From an optimization exercise on the open Yosys and OpenROAD flow, aimed at small area, a short achievable clock period and few clock cycles; shortcuts taken in it are not production practice. Where RTL was checked, it was by simulation tests only, not by an equivalence proof against the original.

==> run R: inputs <==
==> flow/design.v <==
module nibbler_enc (
    input  wire        clk,
    input  wire        rst,         
    input  wire        start,
    input  wire [13:0] len,         
    output wire [12:0] in_addr,
    input  wire [7:0]  in_data,
    output reg         out_we,
    output reg  [13:0] out_addr,
    output reg  [7:0]  out_data,
    output wire        busy,
    output reg         done,
    output wire [13:0] written      
);
    reg        busy_r;     
    reg        s_lit;      
    reg        s_run;      
    reg        s_end;      
    reg        act;        
    reg [1:0]  kc;         
    reg        rq;         
    reg        rqk;        
    reg [13:0] ra;         
    reg [13:0] lim;        
    reg        rok;        
    reg [2:0]  q;          
    reg [7:0]  r0, r1, r2;
    reg        e01, e12, e23;    
    reg        mv0;              
    reg        rsa;              
    reg        lead_ok;          
    reg        run_ok;           
    reg [13:0] c;          
    reg [1:0]  lph;        
    reg        fm1;        
    reg        f63;        
    reg [1:0]  lm;         
    reg        lead;       
    reg [1:0]  mark;
    reg [13:0] wp;         
    reg [13:0] ocur0;      
    reg        slot_v;
    reg [13:0] slot_pos;
    reg [3:0]  slot_hi;
    reg        pv;         
    reg [13:0] paddr;
    reg [7:0]  pdata;
    reg        eph;        
    assign busy    = busy_r;
    assign in_addr = ra[12:0];
    assign written = wp;
    wire [3:0] n0 = (lm == 2'd0) ? {1'b0, c[2:0]} :
                    (lm == 2'd1) ? {2'b10, c[5:4]} : {3'b110, c[12]};
    wire [3:0] n1 = (lm == 2'd1) ? c[3:0] : c[11:8];
    wire [3:0] n2 = c[7:4];
    wire [3:0] n3 = c[3:0];
    wire [1:0] nb = (lm == 2'd2) ? 2'd2 : (lm == 2'd1) ? 2'd1 : {1'b0, ~slot_v};
    wire ce         = ~rok & (q == 3'd5);             
    wire in_lit     = act & s_lit;
    wire in_run     = act & s_run;
    wire lit_pre_ld = in_lit & ~lph[1];               
    wire lit_first  = in_lit & lph[1] & ~lph[0];      
    wire lead_hit   = lit_first & lead & lead_ok;
    wire lit_steady = in_lit & lph[1] & lph[0];
    wire lit_endc   = lit_steady & ce;
    wire lit_endr   = lit_steady & ~ce & rsa;
    wire lit_go     = lit_steady & ~ce & ~rsa;
    wire rs1        = lit_go & fm1 & (lm == 2'd0) & slot_v;
    wire rs2        = lit_go & f63 & lm[0];
    wire restart    = rs1 | rs2;
    wire litw       = (lit_first & ~lead_hit) | lit_go;
    wire run_go     = in_run & run_ok;
    wire run_end    = in_run & ~run_ok;
    wire fe         = lit_endc | lit_endr | run_end;   
    wire [13:0] wp1 = wp + 14'd1;
    wire [13:0] wp2 = {wp[13:1] + 13'd1, wp[0]};
    wire [13:0] op1 = ocur0 + 14'd1;
    wire [13:0] op2 = {ocur0[13:1] + 13'd1, ocur0[0]};
    wire [13:0] fo  = s_run ? wp : ocur0;
    wire [13:0] fo1 = s_run ? wp1 : op1;
    reg         w1v, w2v;
    reg  [13:0] w1a, w2a;
    reg  [7:0]  w1d, w2d;
    reg         ns_v;
    reg  [13:0] ns_pos;
    reg  [3:0]  ns_hi;
    always @* begin
        w1v = 1'b0; w2v = 1'b0;
        w1a = fo;   w2a = fo1;
        w1d = {n0, n1}; w2d = {n2, n3};
        ns_v = 1'b0; ns_pos = fo; ns_hi = n0;
        if (slot_v) begin
            w1v = 1'b1;
            w1a = slot_pos;
            w1d = {slot_hi, n0};
            if (lm == 2'd1) begin
                ns_v = 1'b1; ns_pos = fo; ns_hi = n1;
            end else if (lm == 2'd2) begin
                w2v = 1'b1; w2a = fo; w2d = {n1, n2};
                ns_v = 1'b1; ns_pos = fo1; ns_hi = n3;
            end
        end else begin
            if (lm == 2'd0) begin
                ns_v = 1'b1; ns_pos = fo; ns_hi = n0;
            end else begin
                w1v = 1'b1;
                w2v = (lm == 2'd2);
            end
        end
    end
    wire [13:0] bodylen = wp - 14'd2;
    wire in_eq = (in_data == r0);
    wire in_mv = (in_data == 8'h00) | (in_data == 8'hFF);
    wire rok_n = (ra < lim);
    always @(posedge clk) begin
        out_we   <= 1'b0;
        out_addr <= wp;
        out_data <= r2;
        done     <= 1'b0;
        rq       <= 1'b0;
        paddr    <= pv ? w1a : w2a;
        pdata    <= pv ? w1d : w2d;
        r0  <= in_data;
        r1  <= r0;
        r2  <= r1;
        e01 <= in_eq;
        e12 <= e01;
        e23 <= e12;
        mv0 <= in_mv;
        rsa     <= rok_n & in_eq & in_mv & e01 & e12;
        lead_ok <= rok_n & in_eq & in_mv & e01;
        run_ok  <= rok_n & in_eq;
        act <= (s_lit | s_run) & ~kc[1] & ~restart & ~lit_endc;
        kc  <= {kc[0], 1'b0};
        rok <= rok_n;
        ra  <= ra + 14'd1;
        if (act) begin
            q   <= rok ? 3'd0 : q + 3'd1;
            c   <= c + 14'd1;
            fm1 <= (c == 14'h3FFE);
            f63 <= (c == 14'd62);
            if (s_lit && lph != 2'd3) lph <= lph + 2'd1;
        end
        if (litw) begin
            out_we   <= 1'b1;
            wp       <= wp1;
        end else if (fe) begin
            if (pv) begin
                out_we   <= 1'b1;
                out_addr <= paddr;
                out_data <= pdata;
                pv       <= w1v;
            end else begin
                out_we   <= w1v;
                out_addr <= w1a;
                out_data <= w1d;
                pv       <= w2v;
            end
        end else if (pv) begin
            out_we   <= 1'b1;
            out_addr <= paddr;
            out_data <= pdata;
            pv       <= 1'b0;
        end
        if (fe) begin
            slot_v   <= ns_v;
            slot_pos <= ns_pos;
            slot_hi  <= ns_hi;
        end
        if (lit_pre_ld)
            wp <= nb[1] ? op2 : nb[0] ? op1 : ocur0;
        if (lit_first)
            lead <= 1'b0;
        if (lead_hit) begin
            s_lit <= 1'b0;
            s_run <= 1'b1;
            c     <= 14'h3FFB;           
            fm1   <= 1'b0;
            f63   <= 1'b0;
            lm    <= 2'd0;
            mark  <= {1'b0, r0[0]};
            wp    <= ocur0;
        end
        if (lit_go & fm1 & (lm == 2'd0))
            lm <= 2'd1;
        if (restart) begin
            kc  <= 2'b11;
            rq  <= 1'b1;
            rqk <= rs1;
            if (rs2) lm <= 2'd2;
        end
        if (rq) begin
            ra  <= ra - (rqk ? 14'd13 : 14'd77);
            c   <= 14'h3FF5;             
            lph <= 2'd0;
            fm1 <= 1'b0;
            f63 <= 1'b0;
        end
        if (lit_endr) begin
            s_lit <= 1'b0;
            s_run <= 1'b1;
            c     <= 14'h3FFB;           
            fm1   <= 1'b0;
            f63   <= 1'b0;
            lm    <= 2'd0;
        end
        if (lit_endc) begin
            s_lit <= 1'b0;
            s_end <= 1'b1;
        end
        if (run_go) begin
            if (fm1) lm <= 2'd1;
            if (f63) lm <= 2'd2;
        end
        if (run_end) begin
            s_run <= 1'b0;
            s_lit <= 1'b1;
            c     <= 14'h3FF6;           
            lph   <= 2'd1;
            fm1   <= 1'b0;
            f63   <= 1'b0;
            lm    <= 2'd0;
            ocur0 <= nb[1] ? wp2 : nb[0] ? wp1 : wp;
        end
        if (s_end && !pv) begin
            if (slot_v) begin
                out_we   <= 1'b1;
                out_addr <= slot_pos;
                out_data <= {slot_hi, 4'd0};
                slot_v   <= 1'b0;
            end else if (!eph) begin
                out_we   <= 1'b1;
                out_addr <= 14'd0;
                out_data <= {mark, bodylen[13:8]};
                eph      <= 1'b1;
            end else begin
                out_we   <= 1'b1;
                out_addr <= 14'd1;
                out_data <= bodylen[7:0];
                done     <= 1'b1;
                s_end    <= 1'b0;
                busy_r   <= 1'b0;
            end
        end
        if (!busy && start) begin
            mark   <= 2'b10;
            slot_v <= 1'b0;
            pv     <= 1'b0;
            eph    <= 1'b0;
            ocur0  <= 14'd2;
            wp     <= 14'd2;
            ra     <= 14'd0;
            kc     <= 2'b10;
            c      <= 14'h3FF5;          
            lph    <= 2'd0;
            fm1    <= 1'b0;
            f63    <= 1'b0;
            lm     <= 2'd0;
            lead   <= 1'b1;
            lim    <= (len[13:1] == 13'd0) ? 14'd0 : len - 14'd2;
            q      <= (len == 14'd1) ? 3'd2 : (len == 14'd2) ? 3'd1 : 3'd0;
            s_lit  <= (len != 14'd0);
            s_end  <= (len == 14'd0);
            busy_r <= 1'b1;
        end
        if (rst) begin
            s_lit  <= 1'b0;
            s_run  <= 1'b0;
            s_end  <= 1'b0;
            busy_r <= 1'b0;
            act    <= 1'b0;
            rq     <= 1'b0;
            out_we <= 1'b0;
            done   <= 1'b0;
        end
    end
endmodule
==> flow/flow/run.sh <==
#!/bin/bash
# The standard layout (standard.sh), except that the input and output
# port buffers are plain buffers (buf_2) instead of the default delay-buffer
# cell, so the resizer can size them like the other buffers. Every port still
# gets its own buffer. make's full output goes to make.log here; ORFS keeps
# each step's own log under orfs/logs.
set -euo pipefail
bash standard.sh "BUFFER_PORTS_ARGS=-buffer_cell sky130_fd_sc_hd__buf_2" finish > make.log 2>&1
==> flow/standard.sh <==
#!/bin/bash
# synth_recipe.tcl (not shown) runs the flow's synth.tcl, then flattens the netlist and writes it again
# the make line also repeats each setting of config.mk as NAME=value (left out here)
make -C /OpenROAD-flow-scripts/flow DESIGN_CONFIG=/design/flow/config.mk WORK_HOME=/design/flow/orfs CLKGATE_MAP_FILE= SYNTH_SCRIPT=/design/flow/synth_recipe.tcl "${@:-finish}"
==> flow/config.mk <==
export PLATFORM = sky130hd
export DESIGN_NAME = nibbler_enc
export DESIGN_NICKNAME = nibbler_enc
export VERILOG_FILES = /design/flow/design.v
export SDC_FILE = /design/flow/constraint.sdc
export NUM_CORES = 4
export LEC_CHECK = 0
export CAP_MARGIN = 20
export CORE_MARGIN = 2
export CORE_UTILIZATION = 40
export SETUP_SLACK_MARGIN = 2.8
export SLEW_MARGIN = 20
==> flow/constraint.sdc <==
create_clock -name core_clock -period 5.0 [get_ports {clk}]
set_input_delay 1.0000 -clock core_clock [delete_from_list [all_inputs] [get_ports {clk}]]
set_output_delay 1.0000 -clock core_clock [all_outputs]
set_load 0.01 [all_outputs]
==> run D: changes against run R <==
==> flow/run.sh (new file) <==
#!/bin/bash
# synth_recipe.tcl (not shown) runs the flow's synth.tcl, then flattens the netlist and writes it again
# the make line also repeats each setting of config.mk as NAME=value (left out here)
make -C /OpenROAD-flow-scripts/flow DESIGN_CONFIG=/design/flow/config.mk WORK_HOME=/design/flow/orfs CLKGATE_MAP_FILE= SYNTH_SCRIPT=/design/flow/synth_recipe.tcl finish
--- a/flow/config.mk
+++ b/flow/config.mk
@@ -8,5 +8,5 @@
 export CAP_MARGIN = 20
 export CORE_MARGIN = 2
 export CORE_UTILIZATION = 40
-export SETUP_SLACK_MARGIN = 2.8
+export SETUP_SLACK_MARGIN = 2.5
 export SLEW_MARGIN = 20
removed: flow/flow/run.sh
removed: flow/standard.sh
==> run G: changes against run R <==
--- a/flow/design.v
+++ b/flow/design.v
@@ -22,6 +22,7 @@
     reg        rqk;        
     reg [13:0] ra;         
     reg [13:0] lim;        
+    reg        zl;         
     reg        rok;        
     reg [2:0]  q;          
     reg [7:0]  r0, r1, r2;
@@ -58,6 +59,7 @@
     wire ce         = ~rok & (q == 3'd5);             
     wire in_lit     = act & s_lit;
     wire in_run     = act & s_run;
+    wire first_cyc  = lead & kc[1];                   
     wire lit_pre_ld = in_lit & ~lph[1];               
     wire lit_first  = in_lit & lph[1] & ~lph[0];      
     wire lead_hit   = lit_first & lead & lead_ok;
@@ -171,6 +173,14 @@
             wp <= nb[1] ? op2 : nb[0] ? op1 : ocur0;
         if (lit_first)
             lead <= 1'b0;
+        if (first_cyc) begin
+            lim <= (lim[13:1] == 13'd0) ? 14'd0 : lim - 14'd2;
+            q   <= (lim == 14'd1) ? 3'd2 : (lim == 14'd2) ? 3'd1 : 3'd0;
+            if (zl) begin
+                s_lit <= 1'b0;
+                s_end <= 1'b1;
+            end
+        end
         if (lead_hit) begin
             s_lit <= 1'b0;
             s_run <= 1'b1;
@@ -257,10 +267,9 @@
             f63    <= 1'b0;
             lm     <= 2'd0;
             lead   <= 1'b1;
-            lim    <= (len[13:1] == 13'd0) ? 14'd0 : len - 14'd2;
-            q      <= (len == 14'd1) ? 3'd2 : (len == 14'd2) ? 3'd1 : 3'd0;
-            s_lit  <= (len != 14'd0);
-            s_end  <= (len == 14'd0);
+            lim    <= len;
+            zl     <= (len == 14'd0);
+            s_lit  <= 1'b1;
             busy_r <= 1'b1;
         end
         if (rst) begin
--- a/flow/config.mk
+++ b/flow/config.mk
@@ -8,5 +8,5 @@
 export CAP_MARGIN = 20
 export CORE_MARGIN = 2
 export CORE_UTILIZATION = 40
-export SETUP_SLACK_MARGIN = 2.8
+export SETUP_SLACK_MARGIN = 3.1
 export SLEW_MARGIN = 20
==> run H: changes against run R <==
--- a/flow/design.v
+++ b/flow/design.v
@@ -22,6 +22,7 @@
     reg        rqk;        
     reg [13:0] ra;         
     reg [13:0] lim;        
+    reg        zl;         
     reg        rok;        
     reg [2:0]  q;          
     reg [7:0]  r0, r1, r2;
@@ -58,6 +59,7 @@
     wire ce         = ~rok & (q == 3'd5);             
     wire in_lit     = act & s_lit;
     wire in_run     = act & s_run;
+    wire first_cyc  = lead & kc[1];                   
     wire lit_pre_ld = in_lit & ~lph[1];               
     wire lit_first  = in_lit & lph[1] & ~lph[0];      
     wire lead_hit   = lit_first & lead & lead_ok;
@@ -171,6 +173,14 @@
             wp <= nb[1] ? op2 : nb[0] ? op1 : ocur0;
         if (lit_first)
             lead <= 1'b0;
+        if (first_cyc) begin
+            lim <= (lim[13:1] == 13'd0) ? 14'd0 : lim - 14'd2;
+            q   <= (lim == 14'd1) ? 3'd2 : (lim == 14'd2) ? 3'd1 : 3'd0;
+            if (zl) begin
+                s_lit <= 1'b0;
+                s_end <= 1'b1;
+            end
+        end
         if (lead_hit) begin
             s_lit <= 1'b0;
             s_run <= 1'b1;
@@ -257,10 +267,9 @@
             f63    <= 1'b0;
             lm     <= 2'd0;
             lead   <= 1'b1;
-            lim    <= (len[13:1] == 13'd0) ? 14'd0 : len - 14'd2;
-            q      <= (len == 14'd1) ? 3'd2 : (len == 14'd2) ? 3'd1 : 3'd0;
-            s_lit  <= (len != 14'd0);
-            s_end  <= (len == 14'd0);
+            lim    <= len;
+            zl     <= (len == 14'd0);
+            s_lit  <= 1'b1;
             busy_r <= 1'b1;
         end
         if (rst) begin
--- a/flow/config.mk
+++ b/flow/config.mk
@@ -7,6 +7,6 @@
 export LEC_CHECK = 0
 export CAP_MARGIN = 20
 export CORE_MARGIN = 2
-export CORE_UTILIZATION = 40
-export SETUP_SLACK_MARGIN = 2.8
+export CORE_UTILIZATION = 50
+export SETUP_SLACK_MARGIN = 2.9
 export SLEW_MARGIN = 20
==> impl_metrics.yaml <==
status:
  status: "complete, no violations"
place:
  hpwl_um: 22470
layout:
  nFlopsAndLatches: 188
  seqCellArea_sq_mm: 0.004192
  layout_commonest_cell: "nor2_1"
synth:
  ys_types: 80
  synth.top_cells.by_area: "dfxtp_1 29%, edfxtp_1 10%, xnor2_1 5.5%"
  synth_top_area_frac: 0.2857
  synth_fa_ha_area_frac: 0.04652
critical_path:
  reg2reg_depth: 8
global_route:
  grtUsageMet2: 0.3655
power_and_ir_drop:
  power_sequential_mw: 1.62
the above is filed under run D

==> impl_metrics.yaml <==
status:
  status: "complete, no violations"
synth:
  synth_top_area_frac: 0.2829
  ys_types: 74
  synth_fa_ha_area_frac: 0.04606
  synth.top_cells.by_area: "dfxtp_1 28%, edfxtp_1 10%, nand2_1 5.0%"
layout:
  layout_commonest_cell: "nand2_1"
global_route:
  grtUsageMet2: 0.4793
power_and_ir_drop:
  power_sequential_mw: 1.69
critical_path:
  reg2reg_depth: 8
the above is filed under run H

==> impl_metrics.yaml <==
global_route:
  grt_use_met1: 0.2907
  grtUsageMet2: 0.3841
timing:
  grt_setup_unrepaired: "true"
power_and_ir_drop:
  power_sequential_mw: 1.62
place:
  hpwl_um: 22220
detailed_routing:
  wire_per_inst_um: 19.43
critical_path:
  reg2reg_depth: 6
layout:
  layout_commonest_cell: "nor2_1"
  seqCellArea_sq_mm: 0.004175
  nFlopsAndLatches: 188
clocking:
  cts_setup_buffers: 15
synth:
  synth.top_cells.by_area: "dfxtp_1 29%, edfxtp_1 10%, xnor2_1 5.5%"
  synth_seq_cells: 188
  synth_fa_ha_area_frac: 0.04652
  synth_top_area_frac: 0.2857
status:
  status: "complete, no violations"
the above is filed under run R

==> impl_metrics.yaml <==
power_and_ir_drop:
  power_sequential_mw: 1.69
  ir_drop_mv: 0.2020
synth:
  synth.top_cells.by_area: "dfxtp_1 28%, edfxtp_1 10%, nand2_1 5.0%"
  ys_types: 74
  synth_fa_ha_area_frac: 0.04606
critical_path:
  reg2reg_depth: 9
place:
  hpwl_um: 22530
status:
  status: "complete, no violations"
layout:
  final_nets: 1491
  nFlopsAndLatches: 189
global_route:
  grtUsageMet2: 0.4084
the above is filed under run G

Testbench counts of run G, summed over its fixed seeds: cycles 457,115.
Testbench counts of run H, summed over its fixed seeds: cycles 457,115.
The RTL of run R and run D was laid out without a check of its function.

-- re-timing with driven ports --
The results above use ideal ports. As a check the final layouts listed here were re-extracted and re-timed, cells and wires unchanged.
Step 1 assumes that a clkbuf_16 drives the clock port and a buf_2 every other input.
Step 2 moves the port delays by t, midway between the first and last clock arrival at a register: inputs arrive t later, outputs are due t later. That takes back most of the time a late clock gives input paths.
Three values: ideal, step 1, step 2; two values: the first two.
run | t (ns) | setup slack, ns | clock arrival spread, ns
run R | 0.492 | 2.773 / 2.725 / 2.430 | 0.013 / 0.012
run D | 0.498 | 2.517 / 2.473 / 2.058 | 0.009 / 0.010
run G | 0.499 | 2.920 / 2.867 / 2.731 | 0.018 / 0.018
run H | 0.486 | 2.937 / 2.886 / 2.578 | 0.028 / 0.028
After both steps every run listed still meets setup and hold. For run D, which loses most, drivers alone change the setup slack by -0.044 ns; drivers and shift together by -0.459 ns.
